Background: an optimization exercise with open tools, aiming at a short achievable clock period. Do not read the settings as production practice. Function was checked by simulation only, so behaviour that the tests miss may differ from the original. Power and IR drop assume default switching activity.

--- design/flow/flow/run.sh ---
#!/bin/bash
# Standard ORFS layout of the design, at the design's clock and constraints,
# with timing repair asked to keep a large setup margin: at the design's
# period the paths already meet timing, so without a margin repair_timing
# leaves the critical path as synthesis mapped it.
set -euo pipefail
cd "$(dirname "$0")/.."
bash standard.sh SETUP_SLACK_MARGIN=24 ADDER_MAP_FILE= ABC_DRIVER_CELL=sky130_fd_sc_hd__buf_8 finish > flow_make.log 2>&1
--- design/flow/standard.sh ---
#!/bin/bash
# synth_recipe.tcl (not shown) runs the flow's synth.tcl, then flattens the netlist and writes it again
# the make line also repeats each setting of config.mk as NAME=value (left out here)
make -C /OpenROAD-flow-scripts/flow DESIGN_CONFIG=/design/flow/config.mk WORK_HOME=/design/flow/orfs CLKGATE_MAP_FILE= SYNTH_SCRIPT=/design/flow/synth_recipe.tcl "${@:-finish}"
--- design/flow/config.mk ---
export PLATFORM = sky130hd
export DESIGN_NAME = trace_codec
export DESIGN_NICKNAME = trace_codec
export VERILOG_FILES = /design/flow/design.v
export SDC_FILE = /design/flow/constraint.sdc
export NUM_CORES = 4
export LEC_CHECK = 0
export CAP_MARGIN = 20
export CORE_MARGIN = 2
export CORE_UTILIZATION = 40
export SLEW_MARGIN = 20
--- design/flow/constraint.sdc ---
create_clock -name core_clock -period 30.0 [get_ports {clk}]
set_input_delay 6.0000 -clock core_clock [delete_from_list [all_inputs] [get_ports {clk}]]
set_output_delay 6.0000 -clock core_clock [all_outputs]
set_load 0.01 [all_outputs]
--- design/flow/design.v ---
module trace_pack (
    input  wire        clk,
    input  wire        rst,
    input  wire        instruction_valid,
    input  wire        branch_taken,
    input  wire        trap,
    input  wire        is_return,
    input  wire        is_indirect_jump,
    input  wire        retire_valid,
    input  wire        writeback_valid,
    input  wire        breakpoint_valid,
    output wire        flush,           
    output wire [2:0]  pending,
    output wire        nsq,             
    output reg  [1:0]  rr,              
    output wire        wb               
);
    reg [2:0] pending_seq;
    assign nsq = instruction_valid &
                 (trap | is_return | is_indirect_jump | branch_taken);
    assign wb  = retire_valid & writeback_valid;
    wire interesting = nsq | breakpoint_valid | wb;
    wire plain       = instruction_valid & ~interesting;
    always @* begin
        if (trap)                  rr = 2'd0;
        else if (is_return)        rr = 2'd1;
        else if (is_indirect_jump) rr = 2'd2;
        else                       rr = 2'd3;
    end
    assign flush   = (pending_seq != 3'd0) &
                     ((pending_seq == 3'd7) ? (instruction_valid | breakpoint_valid | wb)
                                            : interesting);
    assign pending = pending_seq;
    always @(posedge clk) begin
        if (rst)
            pending_seq <= 3'd0;
        else if (interesting)
            pending_seq <= 3'd0;
        else if (plain)
            pending_seq <= (pending_seq == 3'd7) ? 3'd1 : pending_seq + 3'd1;
    end
endmodule
module trace_encode (
    input  wire        flush,
    input  wire [2:0]  pending,
    input  wire        nsq,
    input  wire [1:0]  rr,
    input  wire        wb,
    input  wire        bkpt_valid,
    input  wire [3:0]  bkpt,
    input  wire [31:0] branch_target,
    input  wire [4:0]  writeback_register,
    input  wire [31:0] writeback_value,
    output reg  [4:0]  count,
    output reg  [63:0] nybble_data
);
    wire [36:0] wbv = {writeback_value, writeback_register};
    wire        pnz = (pending != 3'd0);
    wire [4:0] nz_pc, nz_wb;
    assign nz_pc[4] = 1'b0;
    assign nz_pc[3] = |branch_target[31:24];
    assign nz_pc[2] = |branch_target[31:16];
    assign nz_pc[1] = |branch_target[31:8];
    assign nz_pc[0] = |branch_target;
    assign nz_wb[4] = |wbv[36:32];
    assign nz_wb[3] = |wbv[36:24];
    assign nz_wb[2] = |wbv[36:16];
    assign nz_wb[1] = |wbv[36:8];
    assign nz_wb[0] = |wbv;
    wire [2:0] k_pc = {nz_pc[3], nz_pc[1] & ~nz_pc[3],
                       (nz_pc[0] & ~nz_pc[1]) | (nz_pc[2] & ~nz_pc[3])};
    wire [2:0] k_wb = {nz_wb[3], nz_wb[1] & ~nz_wb[3],
                       (nz_wb[0] & ~nz_wb[1]) | (nz_wb[2] & ~nz_wb[3]) | nz_wb[4]};
    wire [6:0] mh_pc = {nz_pc[4], nz_pc[3] & ~nz_pc[4], nz_pc[2] & ~nz_pc[3],
                        nz_pc[1] & ~nz_pc[2], nz_pc[0] & ~nz_pc[1], ~nz_pc[0], 1'b0};
    wire [6:0] mh_wb = {nz_wb[4], nz_wb[3] & ~nz_wb[4], nz_wb[2] & ~nz_wb[3],
                        nz_wb[1] & ~nz_wb[2], nz_wb[0] & ~nz_wb[1], ~nz_wb[0], 1'b0};
    wire [47:0] blk_pc = {8'd0, branch_target, 1'b0, k_pc, 4'hC};
    wire [47:0] blk_wb = {3'd0, wbv, 1'b1, k_wb, 4'hC};
    wire [3:0] sh = {pnz & bkpt_valid, ~pnz & bkpt_valid, pnz & ~bkpt_valid, ~pnz & ~bkpt_valid};
    wire       use_pc = nsq;
    wire       use_wb = ~nsq & wb;
    wire [3:0] seq_n  = {1'b0, pending};
    wire [3:0] nseq_n = {2'b10, rr};
    wire [7:0] bk_n   = {bkpt, 4'hD};
    wire [2:0] eh = {pnz & bkpt_valid, pnz ^ bkpt_valid, ~pnz & ~bkpt_valid};
    reg  [63:0] body, at_pc, at_wb;
    reg  [15:0] head;
    reg  [4:0]  c_pc, c_wb, c_no;
    integer o, e, m;
    always @* begin
        at_pc = 64'd0;
        at_wb = 64'd0;
        for (o = 0; o < 4; o = o + 1) begin
            at_pc = at_pc | ({64{sh[o]}} & ({16'd0, blk_pc} << (4 * (o + 1))));
            at_wb = at_wb | ({64{sh[o]}} & ({16'd0, blk_wb} << (4 * o)));
        end
        body = ({64{use_pc}} & at_pc) | ({64{use_wb}} & at_wb);
        case ({flush, nsq, bkpt_valid})
            3'b000: head = 16'd0;
            3'b001: head = {8'd0, bk_n};
            3'b010: head = {12'd0, nseq_n};
            3'b011: head = {4'd0, bk_n, nseq_n};
            3'b100: head = {12'd0, seq_n};
            3'b101: head = {4'd0, bk_n, seq_n};
            3'b110: head = {8'd0, nseq_n, seq_n};
            default: head = {bk_n, nseq_n, seq_n};
        endcase
        nybble_data = body | {48'd0, head};
        c_pc[0] = ~pnz;                          
        c_pc[4:1] = 4'd0;
        c_wb[0] = pnz;                           
        c_wb[4:1] = 4'd0;
        for (m = 1; m < 7; m = m + 1) begin
            for (e = 0; e < 3; e = e + 1)
                if (mh_pc[m] & eh[e]) c_pc[4:1] = c_pc[4:1] | (m + e);
            if (mh_wb[m] & ~bkpt_valid) c_wb[4:1] = c_wb[4:1] | m;
            if (mh_wb[m] &  bkpt_valid) c_wb[4:1] = c_wb[4:1] | (m + 1);
        end
        c_no = {3'd0, bkpt_valid, flush};        
        count = nsq ? c_pc : (wb ? c_wb : c_no);
    end
endmodule
module trace_decode (
    input  wire [63:0] window,
    input  wire [4:0]  avail,             
    output reg         ok,
    output reg  [1:0]  fault,             
    output reg  [4:0]  consumed,
    output reg         seq_valid,
    output reg  [2:0]  seq,
    output reg         branch_taken,
    output reg         trap,
    output reg         is_return,
    output reg         is_indirect_jump,
    output reg         pc_valid,
    output reg  [31:0] program_counter,
    output reg         writeback_valid,
    output reg  [4:0]  writeback_register,
    output reg  [31:0] writeback_value,
    output reg         breakpoint_valid,
    output reg  [3:0]  breakpoint_reason
);
    wire [3:0] s [0:15];
    genvar g;
    generate
        for (g = 0; g < 16; g = g + 1) begin : g_nyb
            assign s[g] = window[4*g +: 4];
        end
    endgenerate
    function ge_c;
        input [4:0] a;
        input [4:0] m;
        integer i;
        reg r;
        begin
            r = 1'b1;
            for (i = 0; i < 5; i = i + 1)
                r = m[i] ? (a[i] & r) : (a[i] | r);
            ge_c = r;
        end
    endfunction
    wire [17:0] ge;
    generate
        for (g = 0; g < 17; g = g + 1) begin : g_ge
            assign ge[g] = ge_c(avail, g);
        end
    endgenerate
    assign ge[17] = 1'b0;
    wire s0_zero = (s[0] == 4'h0);
    wire s0_res  = (s[0][3:1] == 3'b111);
    wire a       = ~s[0][3] & (s[0][2:0] != 3'd0);      
    wire n0      = (s[0][3:2] == 2'b10);                 
    wire n1      = (s[1][3:2] == 2'b10) & ge[2];         
    wire [4:0] cc;                                       
    generate
        for (g = 0; g < 5; g = g + 1) begin : g_c
            assign cc[g] = (s[g] == 4'hC) & ge[g+1];
        end
    endgenerate
    wire n1u  = (s[1][3:2] == 2'b10);
    wire q1_0 = ~a & ~n0;
    wire q1_1 = (~a & n0) | (a & ~n1u);
    wire q1_2 = a & n1u;
    wire [2:0] du;
    assign du[0] = (s[0] == 4'hD);
    assign du[1] = (s[1] == 4'hD);
    assign du[2] = (s[2] == 4'hD);
    wire [4:0] q2;
    assign q2[0] = q1_0 & ~du[0];
    assign q2[1] = q1_1 & ~du[1];
    assign q2[2] = (q1_2 & ~du[2]) | (q1_0 & du[0]);
    assign q2[3] = q1_1 & du[1];
    assign q2[4] = q1_2 & du[2];
    wire [4:0] c_u;
    generate
        for (g = 0; g < 5; g = g + 1) begin : g_cu
            assign c_u[g] = (s[g] == 4'hC);
        end
    endgenerate
    wire [4:0] dp;
    assign dp[0] = c_u[0];
    assign dp[1] = (a | n0) & c_u[1];
    assign dp[2] = ((a & n1u) | du[0]) & c_u[2];
    assign dp[3] = (a | n0) & du[1] & c_u[3];
    assign dp[4] = a & n1u & du[2] & c_u[4];
    wire bk_trunc = (q1_0 & du[0] & ~ge[2]) |
                    (q1_1 & du[1] & ge[2] & ~ge[3]) |
                    (q1_2 & du[2] & ge[3] & ~ge[4]);
    reg  [4:0] v_ok;
    reg  [1:0] v_fault [0:4];
    reg  [4:0] v_cons  [0:4];
    reg  [4:0] d_pc;         
    reg  [4:0] d_wb;         
    reg  [2:0] k_p [0:4];
    reg  [5:0] kb_p [0:4];   
    reg        fits;
    reg  [4:0] len;
    integer p, b;
    always @* begin
        for (p = 0; p < 5; p = p + 1) begin
            k_p[p] = s[p+1][2:0];
            case (k_p[p])
                3'd0: begin fits = ge[p+2];  len = p + 2;  end
                3'd1: begin fits = ge[p+4];  len = p + 4;  end
                3'd2: begin fits = ge[p+6];  len = p + 6;  end
                3'd3: begin fits = ge[p+8];  len = p + 8;  end
                3'd4: begin fits = ge[p+10]; len = p + 10; end
                3'd5: begin fits = ge[p+12]; len = p + 12; end
                default: begin fits = 1'b0;  len = 5'd0;   end
            endcase
            if (~ge[p+1]) begin
                v_ok[p] = 1'b1; v_fault[p] = 2'd0; v_cons[p] = avail;
            end else if (s[p] != 4'hC) begin
                v_ok[p] = 1'b1; v_fault[p] = 2'd0; v_cons[p] = p;
            end else if (~ge[p+2]) begin
                v_ok[p] = 1'b0; v_fault[p] = 2'd2; v_cons[p] = 5'd0;
            end else if (k_p[p][2] & k_p[p][1]) begin     
                v_ok[p] = 1'b0; v_fault[p] = 2'd3; v_cons[p] = 5'd0;
            end else if (~fits) begin
                v_ok[p] = 1'b0; v_fault[p] = 2'd2; v_cons[p] = 5'd0;
            end else begin
                v_ok[p] = 1'b1; v_fault[p] = 2'd0;
                v_cons[p] = len;
            end
            for (b = 0; b < 6; b = b + 1)
                kb_p[p][b] = ge_c({2'd0, k_p[p]}, b + 1);
            d_pc[p] = dp[p] & ge[p+1] & ~s[p+1][3];
            d_wb[p] = dp[p] & ge[p+1] &  s[p+1][3];
        end
    end
    reg [4:0] sel_cons;
    reg [1:0] sel_fault;
    reg       sel_ok;
    always @* begin
        sel_ok    = 1'b0;
        sel_fault = 2'd0;
        sel_cons  = 5'd0;
        for (p = 0; p < 5; p = p + 1) begin
            sel_ok    = sel_ok    | (q2[p] & v_ok[p]);
            sel_fault = sel_fault | ({2{q2[p]}} & v_fault[p]);
            sel_cons  = sel_cons  | ({5{q2[p]}} & v_cons[p]);
        end
        if (~ge[1]) begin
            ok = 1'b0; fault = 2'd0; consumed = 5'd0;
        end else if (s0_zero) begin
            ok = 1'b1; fault = 2'd0; consumed = 5'd1;
        end else if (s0_res) begin
            ok = 1'b0; fault = 2'd1; consumed = 5'd0;
        end else if (bk_trunc) begin
            ok = 1'b0; fault = 2'd2; consumed = 5'd0;
        end else begin
            ok = sel_ok; fault = sel_fault; consumed = sel_cons;
        end
        seq_valid        = a;
        seq              = a ? s[0][2:0] : 3'd0;
        trap             = 1'b0;
        is_return        = 1'b0;
        is_indirect_jump = 1'b0;
        branch_taken     = 1'b0;
        if (~a & n0) begin
            trap             = (s[0][1:0] == 2'd0);
            is_return        = (s[0][1:0] == 2'd1);
            is_indirect_jump = (s[0][1:0] == 2'd2);
            branch_taken     = (s[0][1:0] == 2'd3);
        end
        if (a & n1) begin
            trap             = (s[1][1:0] == 2'd0);
            is_return        = (s[1][1:0] == 2'd1);
            is_indirect_jump = (s[1][1:0] == 2'd2);
            branch_taken     = (s[1][1:0] == 2'd3);
        end
        breakpoint_valid  = (q1_0 & du[0]) | (q1_1 & du[1] & ge[2]) | (q1_2 & du[2] & ge[3]);
        breakpoint_reason = ({4{q1_0 & du[0]}} & s[1]) |
                            ({4{q1_1 & du[1] & ge[2]}} & s[2]) |
                            ({4{q1_2 & du[2] & ge[3]}} & s[3]);
        pc_valid           = |d_pc;
        writeback_valid    = |d_wb;
        program_counter    = 32'd0;
        writeback_register = 5'd0;
        writeback_value    = 32'd0;
        for (p = 0; p < 5; p = p + 1) begin
            for (b = 0; b < 32; b = b + 1) begin
                program_counter[b] = program_counter[b] |
                    (d_pc[p] & kb_p[p][b/8] & window[4*(p+2) + b]);
            end
            for (b = 0; b < 5; b = b + 1) begin
                writeback_register[b] = writeback_register[b] |
                    (d_wb[p] & kb_p[p][b/8] & window[4*(p+2) + b]);
            end
            for (b = 0; b < 32; b = b + 1) begin
                if (4*(p+2) + b + 5 < 64)
                    writeback_value[b] = writeback_value[b] |
                        (d_wb[p] & kb_p[p][(b+5)/8] & window[4*(p+2) + b + 5]);
            end
        end
    end
endmodule
module trace_codec (
    input  wire        clk,
    input  wire        rst,
    input  wire        instruction_valid,
    input  wire        branch_taken,
    input  wire [31:0] branch_target,
    input  wire        trap,
    input  wire        is_return,
    input  wire        is_indirect_jump,
    input  wire        retire_valid,
    input  wire        writeback_valid,
    input  wire [4:0]  writeback_register,
    input  wire [31:0] writeback_value,
    input  wire        breakpoint_valid,
    input  wire [3:0]  breakpoint_reason,
    output reg  [4:0]  enc_count,
    output reg  [63:0] enc_data,
    input  wire [63:0] dec_window,
    input  wire [4:0]  dec_avail,
    output reg         dec_ok,
    output reg  [1:0]  dec_fault,
    output reg  [4:0]  dec_consumed,
    output reg         dec_seq_valid,
    output reg  [2:0]  dec_seq,
    output reg         dec_branch_taken,
    output reg         dec_trap,
    output reg         dec_is_return,
    output reg         dec_is_indirect_jump,
    output reg         dec_pc_valid,
    output reg  [31:0] dec_program_counter,
    output reg         dec_writeback_valid,
    output reg  [4:0]  dec_writeback_register,
    output reg  [31:0] dec_writeback_value,
    output reg         dec_breakpoint_valid,
    output reg  [3:0]  dec_breakpoint_reason
);
    wire        p_flush, p_nsq, p_wb;
    wire [2:0]  p_pending;
    wire [1:0]  p_rr;
    trace_pack u_pack (
        .clk                (clk),
        .rst                (rst),
        .instruction_valid  (instruction_valid),
        .branch_taken       (branch_taken),
        .trap               (trap),
        .is_return          (is_return),
        .is_indirect_jump   (is_indirect_jump),
        .retire_valid       (retire_valid),
        .writeback_valid    (writeback_valid),
        .breakpoint_valid   (breakpoint_valid),
        .flush              (p_flush),
        .pending            (p_pending),
        .nsq                (p_nsq),
        .rr                 (p_rr),
        .wb                 (p_wb)
    );
    wire [4:0]  e_count;
    wire [63:0] e_data;
    trace_encode u_encode (
        .flush              (p_flush),
        .pending            (p_pending),
        .nsq                (p_nsq),
        .rr                 (p_rr),
        .wb                 (p_wb),
        .bkpt_valid         (breakpoint_valid),
        .bkpt               (breakpoint_reason),
        .branch_target      (branch_target),
        .writeback_register (writeback_register),
        .writeback_value    (writeback_value),
        .count              (e_count),
        .nybble_data        (e_data)
    );
    wire        d_ok, d_seq_valid, d_branch_taken, d_trap, d_is_return, d_is_indirect_jump;
    wire        d_pc_valid, d_writeback_valid, d_breakpoint_valid;
    wire [1:0]  d_fault;
    wire [4:0]  d_consumed, d_writeback_register;
    wire [2:0]  d_seq;
    wire [31:0] d_program_counter, d_writeback_value;
    wire [3:0]  d_breakpoint_reason;
    trace_decode u_decode (
        .window             (dec_window),
        .avail              (dec_avail),
        .ok                 (d_ok),
        .fault              (d_fault),
        .consumed           (d_consumed),
        .seq_valid          (d_seq_valid),
        .seq                (d_seq),
        .branch_taken       (d_branch_taken),
        .trap               (d_trap),
        .is_return          (d_is_return),
        .is_indirect_jump   (d_is_indirect_jump),
        .pc_valid           (d_pc_valid),
        .program_counter    (d_program_counter),
        .writeback_valid    (d_writeback_valid),
        .writeback_register (d_writeback_register),
        .writeback_value    (d_writeback_value),
        .breakpoint_valid   (d_breakpoint_valid),
        .breakpoint_reason  (d_breakpoint_reason)
    );
    always @(posedge clk) begin
        if (rst) begin
            enc_count              <= 5'd0;
            enc_data               <= 64'd0;
            dec_ok                 <= 1'b0;
            dec_fault              <= 2'd0;
            dec_consumed           <= 5'd0;
            dec_seq_valid          <= 1'b0;
            dec_seq                <= 3'd0;
            dec_branch_taken       <= 1'b0;
            dec_trap               <= 1'b0;
            dec_is_return          <= 1'b0;
            dec_is_indirect_jump   <= 1'b0;
            dec_pc_valid           <= 1'b0;
            dec_program_counter    <= 32'd0;
            dec_writeback_valid    <= 1'b0;
            dec_writeback_register <= 5'd0;
            dec_writeback_value    <= 32'd0;
            dec_breakpoint_valid   <= 1'b0;
            dec_breakpoint_reason  <= 4'd0;
        end else begin
            enc_count              <= e_count;
            enc_data               <= e_data;
            dec_ok                 <= d_ok;
            dec_fault              <= d_fault;
            dec_consumed           <= d_consumed;
            dec_seq_valid          <= d_seq_valid;
            dec_seq                <= d_seq;
            dec_branch_taken       <= d_branch_taken;
            dec_trap               <= d_trap;
            dec_is_return          <= d_is_return;
            dec_is_indirect_jump   <= d_is_indirect_jump;
            dec_pc_valid           <= d_pc_valid;
            dec_program_counter    <= d_program_counter;
            dec_writeback_valid    <= d_writeback_valid;
            dec_writeback_register <= d_writeback_register;
            dec_writeback_value    <= d_writeback_value;
            dec_breakpoint_valid   <= d_breakpoint_valid;
            dec_breakpoint_reason  <= d_breakpoint_reason;
        end
    end
endmodule
==> results of run 1 <==
[registers in the layout, indices dropped and copies added (netlist names), 2 cells and up]
| register | count |
|---|---|
| enc_data | 57 |
| dec_program_counter | 32 |
| dec_writeback_value | 32 |
| dec_consumed | 5 |
| dec_writeback_register | 5 |
| dec_breakpoint_reason | 4 |
| enc_count | 4 |
| dec_seq | 3 |
| u_pack.pending_seq | 3 |
| dec_fault | 2 |
[routing by layer]
| metal | global-route usage (%) | wire length, um |
|---|---|---|
| met4 | 19.5 | 2650 |
| met3 | 9.38 | 6830 |
| met2 | 56.0 | 22400 |
| met1 | 50.2 | 19500 |
| met5 | 0 | 0 |
[area by class of cell]
cell class              instances  area, um2
fillers                      1783       6730
well taps                     324        405
multi-input cells             959       8040
flip-flops and latches        156       3310
repair buffers                460       5040
clock inverters                15        174
inverters                      12       45.0
clock buffers                  17        425
[through the flow]
stage          instance area (um2)  hold WS, ns
2_1_floorplan                10600        0.490
3_3_place_gp                 13500        0.544
3_5_place_dp                 13500        0.552
4_1_cts                      16700        0.568
5_1_grt                      17400        0.603
6_report                     17400        0.567
[worst register-to-register path: cells and delay by family, from the launching register on]
family | cells | cell delay, ns
mux | 2 | 0.72
simple gates | 2 | 0.32
buf+inv | 1 | 0.74
compound gates | 1 | 0.24
flops | 1 | 0.50
[path summary, 6_finish.rpt]
path              depth (start not counted)                       to  slack [ns]                               start
setup / recovery                          9  dec_fault[0]$_SDFF_PP0_       22.50                        dec_avail[3]
hold / removal                            2   enc_data[2]$_SDFF_PP0_        0.57  u_pack.pending_seq[2]$_SDFFE_PP0P_
setup reg to reg                          6  enc_data[24]$_SDFF_PP0_       27.35  u_pack.pending_seq[1]$_SDFFE_PP0P_
hold reg to reg                           2   enc_data[2]$_SDFF_PP0_        0.57  u_pack.pending_seq[2]$_SDFFE_PP0P_
[logic make-up (layout without fill, tap and decap cells)]
group / Yosys count / in the layout
multiplexers: 61 / 61
adder cells (fa/ha/maj): 1 / 1
XOR/XNOR: 5 / 5
other: 1 / 8
flip-flops: 156 / 156
buffers and inverters: 113 / 504
AO/OA/AOI/OAI: 433 / 433
AND/OR/NAND/NOR: 448 / 451
[report_power, final]
part           total (W)  internal [W]  switching (W)
Clock           0.000226      0.000112       0.000113
Combinational   0.000164     0.0000722      0.0000914
Sequential      0.000218      0.000214     0.00000336
[repair_timing]
action | CTS | global route
resized for setup | 1470 | 142
buffers inserted | 102 | 33
pin swaps | 195 | 114
gates cloned | 16 | 1
setup endpoints to repair | 309 | 309
[placed cells by master (no fill, tap or decap), types with 30 or more instances in the layout]
cell	instances
a21oi_1	88
dfxtp_2	147
a22oi_1	50
buf_2	39
nand2_1	103
o21ai_0	33
a222oi_1	57
mux2i_1	39
buf_12	30
clkdlybuf4s50_1	41
nor2_1	79
buf_4	93
buf_6	192
==> summary.md, run 1 <==
| Metric | Value |
|---|---|
| Drt pass-1 iters | `13` |
| Drt first-iter violations | `a little over 2000` |
| Final wirelength | `approximately 51000 um` |
| Ys Warns | `8` |
| Clock latency on the worst-skew pair | `roughly 0.44 ns` |
| CP startpoint kind | `input port` |
| GRT Total Usage | `a little under two fifths` |
| Post-route minimum period | `about 7.5 ns` |
| Crit path DAT | `between 7 and 8 ns` |
| Worst hold path class | `reg2reg` |
| Synth top area cells | `dfxtp_1 32%, a21oi_1 6.0%, a222oi_1 5.8%` |
| Cts bufs inserted | `17` |
| Post-synth top area cell | `dfxtp_1` |
| Layout cell share with drive strength beyond 1 | `54.6%` |
| Synth cell types | `between 80 and 90` |
| Delay-heaviest family, CP | `simple AND/OR/NAND/NOR gates` |
| Top FF cell, synth | `dfxtp_1` |
| DRC Markers | `0` |
| Flops & latches, synth | `around 160` |
| Final Util | `72.2%` |
| Crit path max fanout | `4` |
| Most used cell, CP | `buf_12` |
| Least-Margin Pin Slew | `approximately 1.0 ns` |
| Ports | `~310` |
| Post-synthesis compound-gate area fraction | `between 30% and 40%` |
| Slew Limit Headroom | `about a third` |
| Row count | `57` |
| CP max-delay cell | `or3_4` |
| Outcome | `complete, no violations` |
| CP bufs+invs | `3` |
| CTS root buf | `clkbuf_16` |
| Fmax | `~0.13 GHz` |
| Synth top area share | `31.9%` |
| Maximum VDD drop | `roughly 0.000034 V` |
| Largest family of logic cells by synthesized area | `compound AO/OA/AOI/OAI gates` |
| Pleak | `around 6.6 nW` |
| Skew final | `approximately 0.011 ns` |
| Crit share post-route | `around a quarter` |
| Cell with the most instances after synthesis | `dfxtp_1` |
| Vias in the first global route | `about 13000` |
| Critical Path Sink Type | `flip-flop` |
| Port Buffers | `around 300` |
| WS Path Type | `in2reg` |
| Fin. Hold Viols | `0` |
| Synth Cell Area | `9790 um2` |
| Post-Synth Simple-Gate Area | `approximately 23%` |
| Clock sinks | `between 150 and 200` |
| Cells along the critical path | `buf_12 -> or3_4 -> buf_6 -> buf_12 -> and4_4 -> and2_4 -> and4_1 -> a311oi_2 -> nor4_2` |
| Detail Placement HPWL | `31400 um` |
| Grt ovf | `0` |
| Number of synthesized flops with an enable pin | `0` |
| Die height | `between 150 and 200 um` |
| Pwr Total | `around 0.0006 W` |
| Largest net degree at the start of global routing | `between 70 and 80` |
| Initial antenna violation count | `1` |
| Hold-fix buffers, CTS | `0` |
| Place WS | `between 20 and 25 ns` |
| Layout Cells excl Fill | `1943` |
| Seq/Total Area, Yosys | `31.9%` |
| Clock tree buffer depth | `2` |
| Routed length per instance | `around 26 um` |
| CP Data Required Time | `roughly 30 ns` |
| Setup TNS | `0 ns` |
| Synth Area in XOR/XNOR | `less than 1%` |
| CTS tree | `yes` |
| Max_cap viols | `0` |
| First-pass GRT wire length | `between 70000 and 80000 um` |
| Via density | `6.81` |
| Htree depth | `4` |
| Synthesized instance count | `1218` |
| RSZ-0062 raised after global routing | `true` |
| Worst setup margin | `between 20 and 25 ns` |
| Async set-reset flop share out of synthesis | `0%` |
| Final ANT Viol Nets | `0` |
| Slew Viols, Final | `0` |
| Post-synthesis mux area share | `7.79%` |
| Placer congestion estimate | `roughly 0.94` |
| Crit-path max cell delay | `0.40 ns` |
| Clock transition at path regs | `around 0.070 ns` |
| Setup-violating endpoint count in the final report | `0` |
| DP Cell Count | `1759` |
| Synth-to-layout area growth | `78.3%` |
| Mean Syn Cell Area | `about 8 um2` |
| Antenna Cells | `0` |
| Core Box Area | `between 20000 and 25000 um2` |
| Synth Area in Adders | `less than 1%` |
| Starting Density | `40.5%` |
| Via count | `13200` |
| Die area | `roughly 26000 um2` |
| Most frequent cells after synthesis | `156 x dfxtp_1, 133 x nand2_1, 117 x a21oi_1` |
| Chip width | `roughly 160 um` |
| NumNets Final | `1758` |
| Power Dens Cells | `34.8 nW/um2` |
==> run 2: changes to the inputs <==
==> design/flow/flow/run.sh (replaced) <==
#!/bin/bash
# Standard ORFS layout of the design, at the design's clock and constraints,
# with these changes to how it is made:
# - timing repair is asked to keep a large setup margin: at the design's
#   period the paths already meet timing, so without a margin repair_timing
#   leaves the critical path as synthesis mapped it;
# - no full/half-adder extraction (it freezes XOR/majority logic into
#   adder cells that ABC cannot restructure);
# - ABC sizes for strong input drivers, as the layout buffers every input;
# - every port still gets its buffer, but a plain buffer rather than the
#   delay cell the resizer picks by default, and resizing may change a
#   cell's footprint, so those buffers can be sized up.
set -euo pipefail
cd "$(dirname "$0")/.."
bash standard.sh SETUP_SLACK_MARGIN=24 ADDER_MAP_FILE= ABC_DRIVER_CELL=sky130_fd_sc_hd__buf_8 \
    MATCH_CELL_FOOTPRINT=0 "BUFFER_PORTS_ARGS=-buffer_cell sky130_fd_sc_hd__buf_4" \
    finish > flow_make.log 2>&1
==> summary.md, run 2 <==
| Metric | Value |
|---|---|
| Outcome | `complete, no violations` |
| Slew Viols, Final | `0 (unchanged)` |
| Most frequent cells in the layout | `203 x buf_4, 202 x buf_6, 153 x dfxtp_2` |
| WS Path Type | `in2reg` |
| Final ANT Viol Nets | `0 (unchanged)` |
| Synth top area cells | `dfxtp_1 32%, a21oi_1 6.0%, a222oi_1 5.8%` |
| Mean Syn Cell Area | `8.03 um2 (unchanged)` |
| Starting Density | `40.5% (unchanged)` |
| Number of synthesized flops with an enable pin | `0 (unchanged)` |
| Clock tree buffer depth | `2 (unchanged)` |
| Vias in the first global route | `12300 (-3.6%)` |
| Initial antenna violation count | `0 (-1)` |
| Synth Cell Area | `9790 um2 (unchanged)` |
| Fin. Hold Viols | `0 (unchanged)` |
| Clock latency on the worst-skew pair | `0.44 ns (about the same)` |
| Die area | `25700 um2 (unchanged)` |
| CP max-delay cell | `or3b_4` |
| Cts bufs inserted | `17 (unchanged)` |
| Via count | `12900 (-2.7%)` |
| Largest net degree at the start of global routing | `77 (+1.3%)` |
| Ports | `313 (unchanged)` |
| Seq/Total Area, Yosys | `31.9% (unchanged)` |
| Post-synth top area cell | `dfxtp_1` |
| First-pass GRT wire length | `72300 um (-4.9%)` |
| CP Data Required Time | `30.35 ns (+0.05 ns)` |
| Row count | `57 (unchanged)` |
| Routed length per instance | `25.4 um (-4.0%)` |
| Setup TNS | `0 ns (unchanged)` |
| Fmax | `0.134 GHz (+0.24%)` |
| Grt ovf | `0 (unchanged)` |
| Drt pass-1 iters | `12 (-1)` |
| Detail Placement HPWL | `31100 um (-1.1%)` |
| P_sw | `0.000203 W (-2.2%)` |
| Switching fraction of total power | `33.1% (-1.2 points)` |
| Comb power frac | `25.0% (-2.0 points)` |
| Pint | `0.000411 W (+3.0%)` |
| Layout Cells excl Fill | `1930 (-0.67%)` |
| Ys Warns | `8 (unchanged)` |
| Crit-path max cell delay | `0.45 ns (+0.05 ns)` |
| NumNets Final | `1745 (-0.74%)` |
| Synthesized instance count | `1218 (unchanged)` |
| DRC Markers | `0 (unchanged)` |
| Pleak | `6.45 nW (-1.6%)` |
| Post-route minimum period | `7.48 ns (-0.0183 ns)` |
| Critical Path Sink Type | `flip-flop` |
| RSZ-0062 raised after global routing | `true` |
| Synth top area share | `31.9% (unchanged)` |
| Via density | `6.67 (-2.0%)` |
| Core Box Area | `24200 um2 (unchanged)` |
| Layout cell share with drive strength beyond 1 | `57.7% (+3.1 points)` |
| Power Dens Cells | `36.3 nW/um2 (+4.2%)` |
| Post-layout instance area | `16900 um2 (-2.9%)` |
| Crit path max fanout | `8 (+4)` |
| Biggest regs | `enc_data: 57 flops, dec_program_counter: 32 flops, dec_writeback_value: 32 flops` |
| Antenna Cells | `0 (unchanged)` |
| Crit path DAT | `7.83 ns (+0.03 ns)` |
| Placer congestion estimate | `0.957 (+2.0%)` |
| Slew Limit Headroom | `32.8% (about the same)` |
| Die height | `160 um (unchanged)` |
| Async set-reset flop share out of synthesis | `0% (unchanged)` |
| Most used cell, CP | `buf_12` |
| Clock sinks | `156 (unchanged)` |
| Most frequent cells after synthesis | `156 x dfxtp_1, 133 x nand2_1, 117 x a21oi_1` |
| Max_cap viols | `0 (unchanged)` |
| Least-Margin Pin Slew | `1.01 ns (-0.000235 ns)` |
| Clock transition at path regs | `0.08 ns (about the same)` |
| DP Area | `12700 um2 (-5.4%)` |
| CTS tree | `yes` |
| Most flop-heavy register | `enc_data` |
| Cells along the critical path | `buf_12 -> or3b_4 -> a211oi_4 -> buf_6 -> nand3_4 -> nor3_4 -> buf_12 -> a222oi_1 -> a21oi_1` |
| Final wirelength | `49000 um (-4.7%)` |
| Skew final | `0.0146 ns (+0.00327 ns)` |
| Worst hold path class | `reg2reg` |
| Maximum VDD drop | `0.0000277 V (-20%)` |
| Fillers | `1873 (+5.0%)` |
| Crit share post-route | `24.9% (-0.061 points)` |
| Clock Power Share | `39.5% (+2.3 points)` |
| CP startpoint kind | `input port` |
| Drt first-iter violations | `2004 (-2.1%)` |
| Final Util | `70.1% (-2.1 points)` |
| Synth cell types | `88 (unchanged)` |
| Sequential share of power | `35.5% (-0.4 points)` |
| CTS root buf | `clkbuf_16` |
| Chip width | `160 um (unchanged)` |
| DP Cell Count | `1757 (-0.11%)` |
| GRT Total Usage | `35.8% (-1.8 points)` |
| Setup-violating endpoint count in the final report | `0 (unchanged)` |
| Top FF cell, synth | `dfxtp_1` |
| Cell with the most instances after synthesis | `dfxtp_1` |
| Htree depth | `4 (unchanged)` |
| Flops & latches, synth | `156 (unchanged)` |
| Port Buffers | `301 (unchanged)` |
| Synth-to-layout area growth | `73.1%` |
| Max reg flops | `57 (unchanged)` |
| Most common cell after layout, fill and taps aside | `buf_4` |
==> run 2: final timing paths <==
check                                     startpoint  depth (start not counted)                           endpoint  slack (ns)
hold / removal    u_pack.pending_seq[2]$_SDFFE_PP0P_                          2             enc_data[2]$_SDFF_PP0_        0.57
hold reg to reg   u_pack.pending_seq[2]$_SDFFE_PP0P_                          2             enc_data[2]$_SDFF_PP0_        0.57
setup reg to reg  u_pack.pending_seq[1]$_SDFFE_PP0P_                          6            enc_data[24]$_SDFF_PP0_       27.39
setup / recovery                       dec_window[6]                          9  dec_writeback_value[3]$_SDFF_PP0_       22.52
==> run 2: logic make-up (layout without fill, tap and decap cells) <==
logic type               Yosys count  after routing  synth area share (%)
other                              1              8                0.0383
AO/OA/AOI/OAI                    433            433                  31.8
buffers and inverters            113            491                  5.05
adder cells (fa/ha/maj)            1              1                 0.102
AND/OR/NAND/NOR                  448            451                  22.8
multiplexers                      61             61                  7.79
flip-flops                       156            156                  31.9
XOR/XNOR                           5              5                 0.448
==> run 2: through the flow <==
| stage | worst slack (ns) | total power, W | hold slack (ns) |
|---|---|---|---|
| floorplan | 22.37 | 0.000279 | 0.490 |
| global placement | 21.51 | 0.000331 | 0.545 |
| detailed placement | 21.48 | 0.000331 | 0.552 |
| CTS | 22.53 | 0.000600 | 0.568 |
| global route | 22.49 | 0.000632 | 0.591 |
| finish | 22.52 | 0.000614 | 0.567 |
==> run 2: power by group through the flow <==
stage	Combinational, W	Clock [W]	Sequential [W]
5_1_grt	0.000160	0.000254	0.000218
3_5_place_dp	0.000110	0	0.000222
4_1_cts	0.000139	0.000244	0.000218
6_report	0.000154	0.000243	0.000218
3_3_place_gp	0.000110	0	0.000221
2_1_floorplan	0.0000548	0	0.000224
==> run 2: repair_timing <==
item | 4_1_cts | 5_1_grt
hold buffers | 0 | 0
gates resized for setup | 413 | 117
setup endpoints to repair | 309 | 309
pin swaps | 124 | 110
buffers inserted | 84 | 44
gates cloned | 13 | 0
==> run 2: cell type report <==
cell class / instances / area (um2) / share of cell area [%]
Clock buffer: 17 / 425 / 2.51
Clock inverter: 15 / 218 / 1.29
Inverter: 12 / 45.0 / 0.266
Multi-Input combinational cell: 959 / 7890 / 46.6
Sequential cell: 156 / 3310 / 19.6
Tap cell: 324 / 405 / 2.39
Timing Repair Buffer: 447 / 4640 / 27.4
==> run 2: metal layers <==
metal  global-route usage (%)  vias up  share of wire, %  wire, um
met5                        0        -                 0         0
met2                     53.7     1096                45     22000
met4                     15.8        0               4.0      1960
met3                     9.58      166                12      6100
met1                     48.2     6104                39     18900
li1                         -     5508                 -         -
==> run 2: worst max-delay path: cells and delay by family <==
family	cells	cell delay, ns
simple gates	3	0.82
buf+inv	3	0.42
compound gates	3	0.59
==> run 3: changes to the inputs <==
==> design/flow/flow/run.sh (replaced) <==
#!/bin/bash
# Standard ORFS layout of the design, at the design's clock and constraints,
# with these changes to how it is made:
# - synthesis is the standard synthesis, but ABC maps the logic with the
#   script flow/abc_map.script (choice computation, then delay-driven
#   standard-cell mapping) in place of ORFS's speed script;
# - no full/half-adder extraction (it freezes XOR/majority logic into
#   adder cells that ABC cannot restructure);
# - ABC sizes for strong input drivers, as the layout buffers every input;
# - timing repair is asked to keep a large setup margin: at the design's
#   period the paths already meet timing, so without a margin repair_timing
#   leaves the critical path as synthesis mapped it;
# - every port still gets its buffer, but a plain buffer rather than the
#   delay cell the resizer picks by default, and resizing may change a
#   cell's footprint, so those buffers can be sized up.
set -euo pipefail
cd "$(dirname "$0")/.."
export FLOW_WORK="$PWD"
export ABC_MAP_SCRIPT="$PWD/flow/abc_map.script"
bash standard.sh SYNTH_SCRIPT="$PWD/flow/synth_abc.tcl" \
    SETUP_SLACK_MARGIN=24 ADDER_MAP_FILE= ABC_DRIVER_CELL=sky130_fd_sc_hd__buf_8 \
    MATCH_CELL_FOOTPRINT=0 "BUFFER_PORTS_ARGS=-buffer_cell sky130_fd_sc_hd__buf_4" \
    finish > flow_make.log 2>&1
==> design/flow/flow/abc_map.script (new file) <==
strash
dch -f
map -D 30
buffer -c
topo
stime -c
upsize -c
dnsize -c
==> design/flow/flow/synth_abc.tcl (new file) <==
# The standard synthesis (synth_recipe.tcl, sourced unchanged below), with
# one change: the combinational mapping call to ABC runs the script named in
# ABC_MAP_SCRIPT instead of ORFS's speed script. Flip-flops are mapped before
# ABC runs and ABC is not asked to touch them (no -dff), so the registers,
# their names and cell types are those of the standard synthesis.
proc abc {args} {
  set i [lsearch -exact $args -script]
  if {$i >= 0 && [info exists ::env(ABC_MAP_SCRIPT)]} {
    lset args [expr {$i + 1}] $::env(ABC_MAP_SCRIPT)
  }
  yosys abc {*}$args
}
source $::env(FLOW_WORK)/synth_recipe.tcl
==> summary.md, run 3 <==
| Metric | Value |
|---|---|
| Outcome | `complete, no violations` |
| Flops & latches, synth | `156 (unchanged)` |
| Die area | `28100 um2 (+9.3%)` |
| Fin Hold WS | `0.565 ns (-0.00238 ns)` |
| Largest net degree at the start of global routing | `41 (-47%)` |
| Grt ovf | `0 (unchanged)` |
| Synth Area in Adders | `0% (-0.10 points)` |
| Clock tree buffer depth | `2 (unchanged)` |
| Slew Viols, Final | `0 (unchanged)` |
| Final ANT Viol Nets | `0 (unchanged)` |
| Power Dens Cells | `30.5 nW/um2 (-16%)` |
| WS Path Type | `in2reg` |
| Most frequent cells after synthesis | `203 x nor2_1, 165 x nand3_1, 156 x dfxtp_1` |
| Port Buffers | `301 (unchanged)` |
| Antenna Cells | `0 (unchanged)` |
| Clock latency on the worst-skew pair | `0.47 ns (+0.03 ns)` |
| Post-synthesis mux area share | `0% (-7.8 points)` |
| CP Data Required Time | `30.34 ns (about the same)` |
| Register-to-register setup slack | `26.92 ns (-0.47 ns)` |
| Skew final | `0.0126 ns (-0.00200 ns)` |
| Final Util | `84.4% (+14 points)` |
| Crit path max fanout | `19 (+11)` |
| Maximum VDD drop | `0.0000301 V (+8.9%)` |
| Via count | `18300 (+42%)` |
| Worst hold path class | `reg2reg` |
| Layout cell share with drive strength beyond 1 | `64.9% (+7.2 points)` |
| Vias in the first global route | `15900 (+29%)` |
| Cts bufs inserted | `17 (unchanged)` |
| Synth Cell Area | `10700 um2 (+9.6%)` |
| GRT Total Usage | `44.7% (+9.0 points)` |
| Critical Path End | `dec_program_counter[21]$_SDFF_PP0_` |
| Crit path DAT | `7.73 ns (-0.10 ns)` |
| Pwr Total | `0.000673 W (+9.6%)` |
| Ports | `313 (unchanged)` |
| Initial antenna violation count | `2 (+2)` |
| Cell with the most instances after synthesis | `nor2_1` |
| Synth top area cells | `dfxtp_1 29%, nand3_1 7.7%, nor2_1 7.1%` |
| FF-to-FF End | `enc_data[12]$_SDFF_PP0_` |
| Seq/Total Area, Yosys | `29.1% (-2.8 points)` |
| Detail Placement HPWL | `36300 um (+17%)` |
| Post-synth top area cell | `dfxtp_1` |
| Post-synthesis compound-gate area fraction | `30.0% (-1.8 points)` |
| Most frequent cells in the layout | `279 x buf_4, 241 x buf_6, 150 x dfxtp_2` |
| Largest family of logic cells by synthesized area | `simple AND/OR/NAND/NOR gates` |
| Ys Warns | `8 (unchanged)` |
| R2R depth | `8 (+2)` |
| Synth Area in XOR/XNOR | `0% (-0.45 points)` |
| Starting Density | `40.9% (+0.44 points)` |
| DRC Markers | `0 (unchanged)` |
| Row count | `59 (+3.5%)` |
| NumNets Final | `2279 (+31%)` |
| Routed length per instance | `31.0 um (+22%)` |
| First-pass GRT wire length | `97300 um (+35%)` |
| Async set-reset flop share out of synthesis | `0% (unchanged)` |
| Number of synthesized flops with an enable pin | `0 (unchanged)` |
| CTS root buf | `clkbuf_16` |
| Pleak | `8.22 nW (+27%)` |
| Synth-to-layout area growth | `106%` |
| Fillers | `1397 (-25%)` |
| RSZ-0062 raised after global routing | `true` |
| Most flop-heavy register | `enc_data` |
| Crit path launch | `dec_window[15]` |
| Reg2reg start | `u_pack.pending_seq[0]$_SDFFE_PP0P_` |
| Worst setup margin | `22.60 ns (+0.0802 ns)` |
| Htree depth | `4 (unchanged)` |
| Placer congestion estimate | `1.01 (+5.5%)` |
| CP startpoint kind | `input port` |
| Setup TNS | `0 ns (unchanged)` |
| Place WS | `21.65 ns (+0.167 ns)` |
| Top FF cell, synth | `dfxtp_1` |
| Fin. Hold Viols | `0 (unchanged)` |
| Clock transition at path regs | `0.08 ns (about the same)` |
| Synth top area share | `29.1% (-2.8 points)` |
| Post-route minimum period | `7.40 ns (-0.0802 ns)` |
| Biggest regs | `enc_data: 57 flops, dec_program_counter: 32 flops, dec_writeback_value: 32 flops` |
| Synth cell types | `54 (-39%)` |
| Core Box Area | `26200 um2 (+8.4%)` |
| Mean Syn Cell Area | `6.84 um2 (-15%)` |
| Slew Limit Headroom | `6.29% (-27 points)` |
| Final wirelength | `76600 um (+56%)` |
| Crit share post-route | `24.7% (-0.27 points)` |
| Most common cell after layout, fill and taps aside | `buf_4` |
| Synthesized instance count | `1568 (+29%)` |
| Setup-violating endpoint count in the final report | `0 (unchanged)` |
| Hold-fix buffers, CTS | `0 (unchanged)` |
| Die height | `168 um (+4.6%)` |
| Drt first-iter violations | `3723 (+86%)` |
| Least-Margin Pin Slew | `1.40 ns (+0.393 ns)` |
| Critical Path Sink Type | `flip-flop` |
| Max reg flops | `57 (unchanged)` |
| Via density | `7.40 (+11%)` |
| Clock sinks | `156 (unchanged)` |
| Chip width | `168 um (+4.6%)` |
| Drt pass-1 iters | `20 (+8)` |
| Max_cap viols | `0 (unchanged)` |
| CTS tree | `yes` |
| Post-Synth Simple-Gate Area | `30.8% (+7.9 points)` |
| Min-Delay Startpoint | `u_pack.pending_seq[2]$_SDFFE_PP0P_` |
| Fmax | `0.135 GHz (+1.1%)` |
[run 3: cell count changes after synthesis, moves of 57 or more]
cell / before / now
nand3_1: 47 / 165
nand4_1: 8 / 113
a41oi_1: 2 / 63
nor2_1: 116 / 203
a222oi_1: 57 / 0
inv_1: 11 / 137
o22ai_1: 7 / 105
[run 3: how the worst min path moves through the flow]
stage               depth (start not counted)                            endpoint
detailed placement                          2  u_pack.pending_seq[2]$_SDFFE_PP0P_
finish                                      2  u_pack.pending_seq[2]$_SDFFE_PP0P_
global placement                            2  u_pack.pending_seq[2]$_SDFFE_PP0P_
floorplan                                   2  u_pack.pending_seq[2]$_SDFFE_PP0P_
CTS                                         2  u_pack.pending_seq[2]$_SDFFE_PP0P_
global route                                2  u_pack.pending_seq[2]$_SDFFE_PP0P_
[run 3: where the power goes]
part	total [W]	switching (W)	internal (W)
combinational	0.000201	0.000119	0.0000818
sequential	0.000217	0.00000346	0.000214
clock	0.000255	0.000118	0.000137
total	0.000673	0.000240	0.000433
[run 3: worst max-delay path: stages]
cell and delay, ns:
buf_6 0.13, clkinvlp_4 0.13, buf_12 0.18, nor2_4 0.15, nand2_4 0.14, nor2_4 0.19
buf_12 0.14, nand4_1 0.19, a41oi_4 0.47
[run 3: area by class of cell]
type                       count  area (um2)  share of cell area, %
timing repair buffer         633        7120                   32.2
sequential                   156        3310                   15.0
timing repair inverter         3        45.0                  0.204
clock buffer                  18         439                   1.99
multi-input combinational   1171        9870                   44.6
clock inverter                14         200                  0.905
tap                          335         419                   1.90
inverter                     145         714                   3.23
[run 3: metrics by stage]
step	std cells	cell area [um2]
after floorplan	1575	11900
after global placement	2110	13900
after detailed placement	2111	13900
after CTS	2360	19800
after global routing	2475	22100
final	2475	22100
[run 3: cells by family (layout without fill, tap and decap cells)]
group / after synthesis / after routing
buf+inv: 255 / 813
compound gates: 486 / 487
flops: 156 / 156
other cells: 1 / 8
simple gates: 670 / 676
[run 3: what timing repair did]
action | in CTS | in global routing
setup endpoints to repair | 309 | 309
pin swaps | 201 | 195
gates cloned | 43 | 11
gates resized for setup | 679 | 276
buffers inserted | 174 | 104
[run 3: routing by layer]
layer,vias to the layer above,wire length [um],track usage [%]
met2,2181,29900,63.9
met4,8,7430,24.3
met3,849,13600,19.0
met1,8324,25600,56.8
li1,6965,-,-
met5,-,107,0
==> run 4: changes to the inputs <==
==> design/flow/flow/abc_map.script (replaced) <==
strash
dch -f
map -D 30 -f
buffer -c
topo
stime -c
upsize -c
dnsize -c
==> summary.md, run 4 <==
| Metric | Value |
|---|---|
| Outcome | `complete, no violations` |
| Vias in the first global route | `15900 (-0.27%)` |
| Ys Warns | `8 (unchanged)` |
| Cells along the critical path | `buf_6 -> inv_4 -> nand4_1 -> nor2_4 -> nand4_1 -> buf_4 -> a21o_1 -> nand2_1 -> a21oi_2 -> o21a_1` |
| Ports | `313 (unchanged)` |
| Slew Limit Headroom | `34.7% (+28 points)` |
| Synth cell types | `56 (+3.7%)` |
| Fin Hold WS | `0.509 ns (-0.0558 ns)` |
| Synth top area share | `27.9% (-1.2 points)` |
| Chip width | `171 um (+2.1%)` |
| Number of synthesized flops with an enable pin | `0 (unchanged)` |
| GR peak layer | `met2` |
| CTS tree | `yes` |
| Port Buffers | `301 (unchanged)` |
| Skew final | `0.0124 ns (-0.000234 ns)` |
| First-pass GRT wire length | `94000 um (-3.4%)` |
| Fin. Hold Viols | `0 (unchanged)` |
| Met1 usage | `50.6% (-6.2 points)` |
| Clock Power Share | `34.1% (-3.8 points)` |
| Switching fraction of total power | `36.7% (+1.0 points)` |
| Maximum VDD drop | `0.0000338 V (+12%)` |
| Synth top area cells | `dfxtp_1 28%, nand2_1 8.7%, nand3_1 6.8%` |
| Worst hold path class | `reg2reg` |
| Via count | `17400 (-5.3%)` |
| RSZ-0062 raised after global routing | `true` |
| NumNets Final | `2309 (+1.3%)` |
| Drt pass-1 iters | `9 (-55%)` |
| Max reg flops | `57 (unchanged)` |
| Antenna Cells | `0 (unchanged)` |
| DP Area | `14400 um2 (+3.2%)` |
| Slew Viols, Final | `0 (unchanged)` |
| Fillers | `1882 (+35%)` |
| CP startpoint kind | `input port` |
| Synth-to-layout area growth | `91.2%` |
| Via density | `6.81 (-8.0%)` |
| DP Cell Count | `2249 (+6.5%)` |
| Post-layout instance area | `21400 um2 (-3.2%)` |
| Biggest regs | `enc_data: 57 flops, dec_program_counter: 32 flops, dec_writeback_value: 32 flops` |
| Synth Cell Area | `11200 um2 (+4.4%)` |
| Layout cell share with drive strength beyond 1 | `62.0% (-2.9 points)` |
| Largest net degree at the start of global routing | `47 (+15%)` |
| Clock transition at path regs | `0.08 ns (about the same)` |
| Synthesized instance count | `1663 (+6.1%)` |
| Hold-fix buffers, CTS | `0 (unchanged)` |
| Final wirelength | `70000 um (-8.6%)` |
| Setup TNS | `0 ns (unchanged)` |
| Most used cell, CP | `nand4_1` |
| Detail Placement HPWL | `37200 um (+2.6%)` |
| Flops & latches, synth | `156 (unchanged)` |
| Routed length per instance | `27.5 um (-11%)` |
| Initial antenna violation count | `1 (-1)` |
| Placer congestion estimate | `0.970 (-3.9%)` |
| Die height | `171 um (+2.1%)` |
| Starting Density | `40.4% (-0.52 points)` |
| Drt first-iter violations | `3038 (-18%)` |
| GRT Total Usage | `42.0% (-2.7 points)` |
| Seq/Total Area, Yosys | `27.9% (-1.2 points)` |
| Htree depth | `4 (unchanged)` |
| Sequential share of power | `34.0% (+1.7 points)` |
| Die area | `29300 um2 (+4.3%)` |
| Crit path DAT | `7.72 ns (about the same)` |
| Comb power frac | `31.9% (+2.1 points)` |
| Power Dens Cells | `29.9 nW/um2 (-1.7%)` |
| Fmax | `0.136 GHz (+0.46%)` |
| Crit path max fanout | `2 (-17)` |
| Most frequent cells after synthesis | `260 x nand2_1, 156 x dfxtp_1, 153 x nand3_1` |
| Most frequent cells in the layout | `247 x buf_4, 227 x buf_6, 169 x nand2_1` |
| Grt ovf | `0 (unchanged)` |
| CP Data Required Time | `30.35 ns (about the same)` |
| Core Box Area | `27700 um2 (+5.7%)` |
| Most common cell after layout, fill and taps aside | `buf_4` |
| Met3 usage | `10.7% (-8.3 points)` |
| Least-Margin Pin Slew | `0.976 ns (-0.425 ns)` |
| Cts bufs inserted | `17 (unchanged)` |
| Clock latency on the worst-skew pair | `0.46 ns (about the same)` |
| Final ANT Viol Nets | `0 (unchanged)` |
| Max_cap viols | `0 (unchanged)` |
| CP max-delay cell | `nand4_1` |
| Mean Syn Cell Area | `6.73 um2 (-1.6%)` |
| Post-route minimum period | `7.36 ns (-0.0341 ns)` |
| Crit-path max cell delay | `0.41 ns (-0.06 ns)` |
| Row count | `61 (+3.4%)` |
| P_sw | `0.000235 W (-2.1%)` |
| Clock sinks | `156 (unchanged)` |
| Most flop-heavy register | `enc_data` |
| Layout Cells excl Fill | `2547 (+2.9%)` |
| Clock tree buffer depth | `2 (unchanged)` |
| WS Path Type | `in2reg` |
| Top FF cell, synth | `dfxtp_1` |
| Cell with the most instances after synthesis | `nand2_1` |
| DRC Markers | `0 (unchanged)` |
| Pleak | `7.94 nW (-3.3%)` |
| Post-synth top area cell | `dfxtp_1` |
| Setup-violating endpoint count in the final report | `0 (unchanged)` |
| Met2 global-route usage | `66.5% (+2.6 points)` |
| CTS root buf | `clkbuf_16` |
| Critical Path Sink Type | `flip-flop` |
| Async set-reset flop share out of synthesis | `0% (unchanged)` |
| Pint | `0.000405 W (-6.4%)` |
| Crit share post-route | `24.5% (-0.11 points)` |
## run 4: cell count changes after synthesis, moves of 11 or more
| cell | change |
|---|---|
| a22oi_1 | -23 |
| o21a_1 | +51 |
| o21ai_0 | +48 |
| nor2_1 | -58 |
| a21oi_1 | -47 |
| nand3_1 | -12 |
| o22ai_1 | -40 |
| a21boi_0 | +11 |
| nor2_2 | +11 |
| nand2_1 | +141 |
## run 4: logic make-up (layout without fill, tap and decap cells)
kind of cell    count (synthesis)  after routing  share of synthesized area [%]
simple gates                  753            762                           32.6
compound gates                489            489                           29.4
buf+inv                       264            754                           10.0
flops                         156            156                           27.9
other cells                     1              8                         0.0335
## run 4: final timing paths
| kind | slack, ns | endpoint | depth (start not counted) | startpoint |
|---|---|---|---|---|
| setup / recovery | 22.64 | enc_count[1]$_SDFF_PP0_ | 10 | writeback_value[11] |
| hold / removal | 0.51 | u_pack.pending_seq[2]$_SDFFE_PP0P_ | 2 | u_pack.pending_seq[2]$_SDFFE_PP0P_ |
| setup reg to reg | 27.40 | enc_data[12]$_SDFF_PP0_ | 8 | u_pack.pending_seq[2]$_SDFFE_PP0P_ |
| hold reg to reg | 0.51 | u_pack.pending_seq[2]$_SDFFE_PP0P_ | 2 | u_pack.pending_seq[2]$_SDFFE_PP0P_ |
## run 4: per-stage QoR
step                util, %  setup slack [ns]  power [W]
floorplan                 -             22.79   0.000287
global placement       51.8             21.10   0.000343
detailed placement     51.8             21.13   0.000343
CTS                    69.1             22.87   0.000598
global route           77.2             22.62   0.000653
finish                 77.2             22.64   0.000641
## run 4: power by group through the flow
stage	clock network, W	logic, W	registers (W)
3_3_place_gp	0	0.000122	0.000221
3_5_place_dp	0	0.000122	0.000221
2_1_floorplan	0	0.0000631	0.000224
5_1_grt	0.000227	0.000209	0.000218
4_1_cts	0.000216	0.000165	0.000218
6_report	0.000218	0.000205	0.000218
## run 4: worst max-delay path, delay by kind of cell
kind	cells	cell delay [ns]
AND/OR/NAND/NOR	4	0.98
buffers and inverters	3	0.37
AO/OA/AOI/OAI	3	0.36
## run 4: layer usage
metal  up-vias  wire [um]
met5         -          0
met4         0       6310
met3       601       9610
met2      1675      30400
met1      8072      23700
li1       7008          -
## run 4: area by class of cell
type / count / area [um2] / share of cell area, %
clock buffer: 17 / 425 / 1.99
clock inverter: 14 / 129 / 0.602
inverter: 157 / 840 / 3.92
multi-input combinational: 1259 / 9960 / 46.5
sequential: 156 / 3320 / 15.5
tap: 378 / 473 / 2.21
timing repair buffer: 561 / 6180 / 28.9
timing repair inverter: 5 / 80.1 / 0.374
## run 4: what timing repair did
item	4_1_cts	5_1_grt
setup buffers	144	81
setup endpoints to repair	309	309
cloned	36	6
pin swaps	141	171
gates resized for setup	611	333
==> run 5: changes to the inputs <==
--- a/design/flow/design.v
+++ b/design/flow/design.v
@@ -57,23 +57,37 @@
     wire [36:0] wbv = {writeback_value, writeback_register};
     wire        pnz = (pending != 3'd0);
-    wire [4:0] nz_pc, nz_wb;
-    assign nz_pc[4] = 1'b0;
-    assign nz_pc[3] = |branch_target[31:24];
-    assign nz_pc[2] = |branch_target[31:16];
-    assign nz_pc[1] = |branch_target[31:8];
-    assign nz_pc[0] = |branch_target;
-    assign nz_wb[4] = |wbv[36:32];
-    assign nz_wb[3] = |wbv[36:24];
-    assign nz_wb[2] = |wbv[36:16];
-    assign nz_wb[1] = |wbv[36:8];
-    assign nz_wb[0] = |wbv;
-    wire [2:0] k_pc = {nz_pc[3], nz_pc[1] & ~nz_pc[3],
-                       (nz_pc[0] & ~nz_pc[1]) | (nz_pc[2] & ~nz_pc[3])};
-    wire [2:0] k_wb = {nz_wb[3], nz_wb[1] & ~nz_wb[3],
-                       (nz_wb[0] & ~nz_wb[1]) | (nz_wb[2] & ~nz_wb[3]) | nz_wb[4]};
-    wire [6:0] mh_pc = {nz_pc[4], nz_pc[3] & ~nz_pc[4], nz_pc[2] & ~nz_pc[3],
-                        nz_pc[1] & ~nz_pc[2], nz_pc[0] & ~nz_pc[1], ~nz_pc[0], 1'b0};
-    wire [6:0] mh_wb = {nz_wb[4], nz_wb[3] & ~nz_wb[4], nz_wb[2] & ~nz_wb[3],
-                        nz_wb[1] & ~nz_wb[2], nz_wb[0] & ~nz_wb[1], ~nz_wb[0], 1'b0};
+    wire [3:0] bp;
+    wire [4:0] bw;
+    assign bp[0] = |branch_target[7:0];
+    assign bp[1] = |branch_target[15:8];
+    assign bp[2] = |branch_target[23:16];
+    assign bp[3] = |branch_target[31:24];
+    assign bw[0] = |wbv[7:0];
+    assign bw[1] = |wbv[15:8];
+    assign bw[2] = |wbv[23:16];
+    assign bw[3] = |wbv[31:24];
+    assign bw[4] = |wbv[36:32];
+    wire [4:0] kp;
+    assign kp[4] = bp[3];
+    assign kp[3] = ~bp[3] & bp[2];
+    assign kp[2] = ~bp[3] & ~bp[2] & bp[1];
+    assign kp[1] = ~bp[3] & ~bp[2] & ~bp[1] & bp[0];
+    assign kp[0] = ~bp[3] & ~bp[2] & ~bp[1] & ~bp[0];
+    wire [5:0] kw;
+    assign kw[5] = bw[4];
+    assign kw[4] = ~bw[4] & bw[3];
+    assign kw[3] = ~bw[4] & ~bw[3] & bw[2];
+    assign kw[2] = ~bw[4] & ~bw[3] & ~bw[2] & bw[1];
+    assign kw[1] = ~bw[4] & ~bw[3] & ~bw[2] & ~bw[1] & bw[0];
+    assign kw[0] = ~bw[4] & ~bw[3] & ~bw[2] & ~bw[1] & ~bw[0];
+    wire [2:0] k_pc = {bp[3],
+                       ~bp[3] & (bp[2] | bp[1]),
+                       (~bp[3] & bp[2]) | (~bp[3] & ~bp[2] & ~bp[1] & bp[0])};
+    wire [2:0] k_wb = {bw[4] | bw[3],
+                       ~bw[4] & ~bw[3] & (bw[2] | bw[1]),
+                       bw[4] | (~bw[4] & ~bw[3] & bw[2]) |
+                       (~bw[4] & ~bw[3] & ~bw[2] & ~bw[1] & bw[0])};
+    wire [6:0] mh_pc = {1'b0, kp, 1'b0};
+    wire [6:0] mh_wb = {kw, 1'b0};
     wire [47:0] blk_pc = {8'd0, branch_target, 1'b0, k_pc, 4'hC};
     wire [47:0] blk_wb = {3'd0, wbv, 1'b1, k_wb, 4'hC};
==> summary.md, run 5 <==
| Metric | Value |
|---|---|
| Synth Area in XOR/XNOR | `0% (unchanged)` |
| Most frequent cells after synthesis | `290 x nand2_1, 184 x nor2_1, 156 x dfxtp_1` |
| Most flop-heavy register | `enc_data` |
| Outcome | `complete, no violations` |
| Final wirelength | `66500 um (-5.0%)` |
| Largest family of logic cells by synthesized area | `simple AND/OR/NAND/NOR gates` |
| Placer congestion estimate | `0.956 (-1.4%)` |
| Setup-violating endpoint count in the final report | `0 (unchanged)` |
| Maximum VDD drop | `0.0000291 V (-14%)` |
| Grt ovf | `0 (unchanged)` |
| Post-layout instance area | `21700 um2 (+1.2%)` |
| Clock transition at path regs | `0.08 ns (about the same)` |
| Setup TNS | `0 ns (unchanged)` |
| DP Cell Count | `2263 (+0.62%)` |
| Worst hold path class | `reg2reg` |
| Post-Synth Simple-Gate Area | `34.2% (+1.6 points)` |
| Fin Hold WS | `0.537 ns (+0.0278 ns)` |
| Htree depth | `4 (unchanged)` |
| Post-route minimum period | `7.31 ns (-0.0558 ns)` |
| Flops & latches, synth | `156 (unchanged)` |
| Via count | `16600 (-4.3%)` |
| Skew final | `0.0139 ns (+0.00156 ns)` |
| Crit path DAT | `7.59 ns (-0.13 ns)` |
| Core Box Area | `27600 um2 (-0.28%)` |
| Seq/Total Area, Yosys | `28.0% (+0.063 points)` |
| Layout Cells excl Fill | `2576 (+1.1%)` |
| Number of synthesized flops with an enable pin | `0 (unchanged)` |
| CP Data Required Time | `30.28 ns (-0.07 ns)` |
| WS Path Type | `in2reg` |
| Most common cell after layout, fill and taps aside | `buf_4` |
| Final Util | `78.4% (+1.1 points)` |
| Cts bufs inserted | `17 (unchanged)` |
| Port Buffers | `301 (unchanged)` |
| Synth Cell Area | `11200 um2 (-0.22%)` |
| DRC Markers | `0 (unchanged)` |
| Fin. Hold Viols | `0 (unchanged)` |
| Post-synthesis mux area share | `0% (unchanged)` |
| Starting Density | `40.4% (about the same)` |
| Critical Path Sink Type | `flip-flop` |
| Ports | `313 (unchanged)` |
| Via density | `6.45 (-5.4%)` |
| Chip width | `171 um (-0.11%)` |
| Least-Margin Pin Slew | `0.502 ns (-0.474 ns)` |
| Routed length per instance | `25.8 um (-6.0%)` |
| Drt pass-1 iters | `10 (+1)` |
| Initial antenna violation count | `3 (+2)` |
| Register-to-register setup slack | `28.01 ns (+0.61 ns)` |
| Clock sinks | `156 (unchanged)` |
| Synth-to-layout area growth | `93.9%` |
| Die height | `171 um (-0.11%)` |
| Async set-reset flop share out of synthesis | `0% (unchanged)` |
| Top FF cell, synth | `dfxtp_1` |
| Post-synth top area cell | `dfxtp_1` |
| Clock latency on the worst-skew pair | `0.45 ns (about the same)` |
| Crit path max fanout | `8 (+6)` |
| Slew Viols, Final | `0 (unchanged)` |
| Largest net degree at the start of global routing | `45 (-4.3%)` |
| CP startpoint kind | `input port` |
| Synth top area share | `28.0% (+0.063 points)` |
| Hold-fix buffers, CTS | `0 (unchanged)` |
| CTS tree | `yes` |
| CTS root buf | `clkbuf_16` |
| Max reg flops | `57 (unchanged)` |
| Synth top area cells | `dfxtp_1 28%, nand2_1 9.7%, nand3_1 6.5%` |
| Synth Area in Adders | `0% (unchanged)` |
| Layout cell share with drive strength beyond 1 | `64.7% (+2.7 points)` |
| Post-synthesis compound-gate area fraction | `28.3% (-1.2 points)` |
| Most frequent cells in the layout | `244 x buf_4, 238 x buf_6, 205 x nand2_1` |
| Biggest regs | `enc_data: 57 flops, dec_program_counter: 32 flops, dec_writeback_value: 32 flops` |
| Fmax | `0.137 GHz (+0.76%)` |
| Clock tree buffer depth | `2 (unchanged)` |
| Synth cell types | `62 (+11%)` |
| First-pass GRT wire length | `93000 um (-1.1%)` |
| Die area | `29300 um2 (-0.22%)` |
| Pleak | `8.29 nW (+4.4%)` |
| Cell with the most instances after synthesis | `nand2_1` |
| Detail Placement HPWL | `37800 um (+1.7%)` |
| DP Area | `14300 um2 (-0.16%)` |
| NumNets Final | `2336 (+1.2%)` |
| Synthesized instance count | `1655 (-0.48%)` |
| GRT Total Usage | `41.7% (-0.29 points)` |
| Row count | `61 (unchanged)` |
| RSZ-0062 raised after global routing | `true` |
| Max_cap viols | `0 (unchanged)` |
| Power Dens Cells | `29.9 nW/um2 (about the same)` |
| Final ANT Viol Nets | `0 (unchanged)` |
| Mean Syn Cell Area | `6.75 um2 (+0.26%)` |
| Ys Warns | `8 (unchanged)` |
| Slew Limit Headroom | `66.5% (+32 points)` |
| Drt first-iter violations | `2242 (-26%)` |
| Crit share post-route | `24.4% (-0.19 points)` |
| Vias in the first global route | `15700 (-0.88%)` |
run 5: worst max-delay path, stage by stage:
cell and delay [ns]:
buf_12 0.11, nor2_4 0.24, buf_6 0.15, a31oi_4 0.07, nand2_4 0.12, buf_12 0.12, nor2_4 0.06, nand2_4 0.14
nor2_4 0.05, a21oi_2 0.28, a41oi_2 0.23
run 5: path summary, 6_finish.rpt:
check,startpoint,endpoint,cells past startpoint
max,dec_avail[3],dec_writeback_value[2]$_SDFF_PP0_,11
min,u_pack.pending_seq[1]$_SDFFE_PP0P_,enc_data[1]$_SDFF_PP0_,2
max reg2reg,u_pack.pending_seq[0]$_SDFFE_PP0P_,enc_data[29]$_SDFF_PP0_,9
min reg2reg,u_pack.pending_seq[1]$_SDFFE_PP0P_,enc_data[1]$_SDFF_PP0_,2
run 5: area by class of cell:
type                    instances  area, um2
diodes                          1       2.50
inverters                     157        935
fillers                      1868       5980
multi-input cells            1271       9890
clock buffers                  18        429
well taps                     378        473
clock inverters                14        174
repair inverters               14        190
flip-flops and latches        156       3320
repair buffers                567       6240
run 5: routing by layer:
layer / track usage [%] / up-vias / part of all wire [%] / routed length, um
met5: 0 / - / 0.020 / 13
met4: 25.6 / 2 / 9.0 / 5980
met3: 11.5 / 565 / 13 / 8350
met2: 68.8 / 1493 / 45 / 30200
met1: 47.9 / 7651 / 33 / 22000
li1: - / 6897 / - / -
run 5: kinds of logic after synthesis:
kind of cell / count (synthesis)
other: 1
and+or+nand+nor: 787
AOI/OAI and AO/OA: 472
buffers and inverters: 239
DFF: 156
run 5: what timing repair did:
action	in CTS	in global routing
buffers inserted	165	80
cloned	31	4
pin swaps	251	186
endpoints found under the setup margin	309	309
resized for setup	723	281
run 5: through the flow:
stage / setup WS, ns / total power (W)
floorplan: 22.86 / 0.000285
global placement: 21.69 / 0.000342
detailed placement: 21.66 / 0.000342
CTS: 22.86 / 0.000621
global route: 22.68 / 0.000662
finish: 22.69 / 0.000647
run 5: power by group:
part	leakage [nW]	internal (W)	switching, W	total, W
clock network	0.294	0.000127	0.000110	0.000237
registers	1.34	0.000214	0.00000332	0.000218
logic	6.66	0.0000782	0.000115	0.000193
total	8.29	0.000419	0.000228	0.000647

## static timing again, ports no longer ideal
How much do the figures lean on ideal ports? The routed layouts below were timed once more, with nothing changed but the port constraints. Step 1 sets driving cells, clkbuf_16 on the clock port and buf_2 on the other inputs (assumed; they add their load-dependent delay and slew). Step 2 moves the port delays by t, midway between the first and last clock arrival at a register: inputs arrive t later, outputs are due t later. That takes back most of the time a late clock gives input paths. Slacks: ideal / step 1 / step 2; pairs: ideal / step 1.
run | shift t [ns] | setup slack, ns | slew at the worst register clock pin (ns)
run 1 | 0.489 | 22.505 / 22.505 / 22.015 | 0.08 / 0.08
run 2 | 0.487 | 22.523 / 22.502 / 22.015 | 0.08 / 0.08
run 3 | 0.522 | 22.603 / 22.561 / 22.039 | 0.09 / 0.09
run 4 | 0.510 | 22.637 / 22.652 / 22.143 | 0.08 / 0.08
run 5 | 0.499 | 22.693 / 22.637 / 22.138 | 0.08 / 0.08
After both steps every run listed still meets setup and hold. For run 3, which loses most, drivers alone change the setup slack by -0.042 ns; drivers and shift together by -0.564 ns.
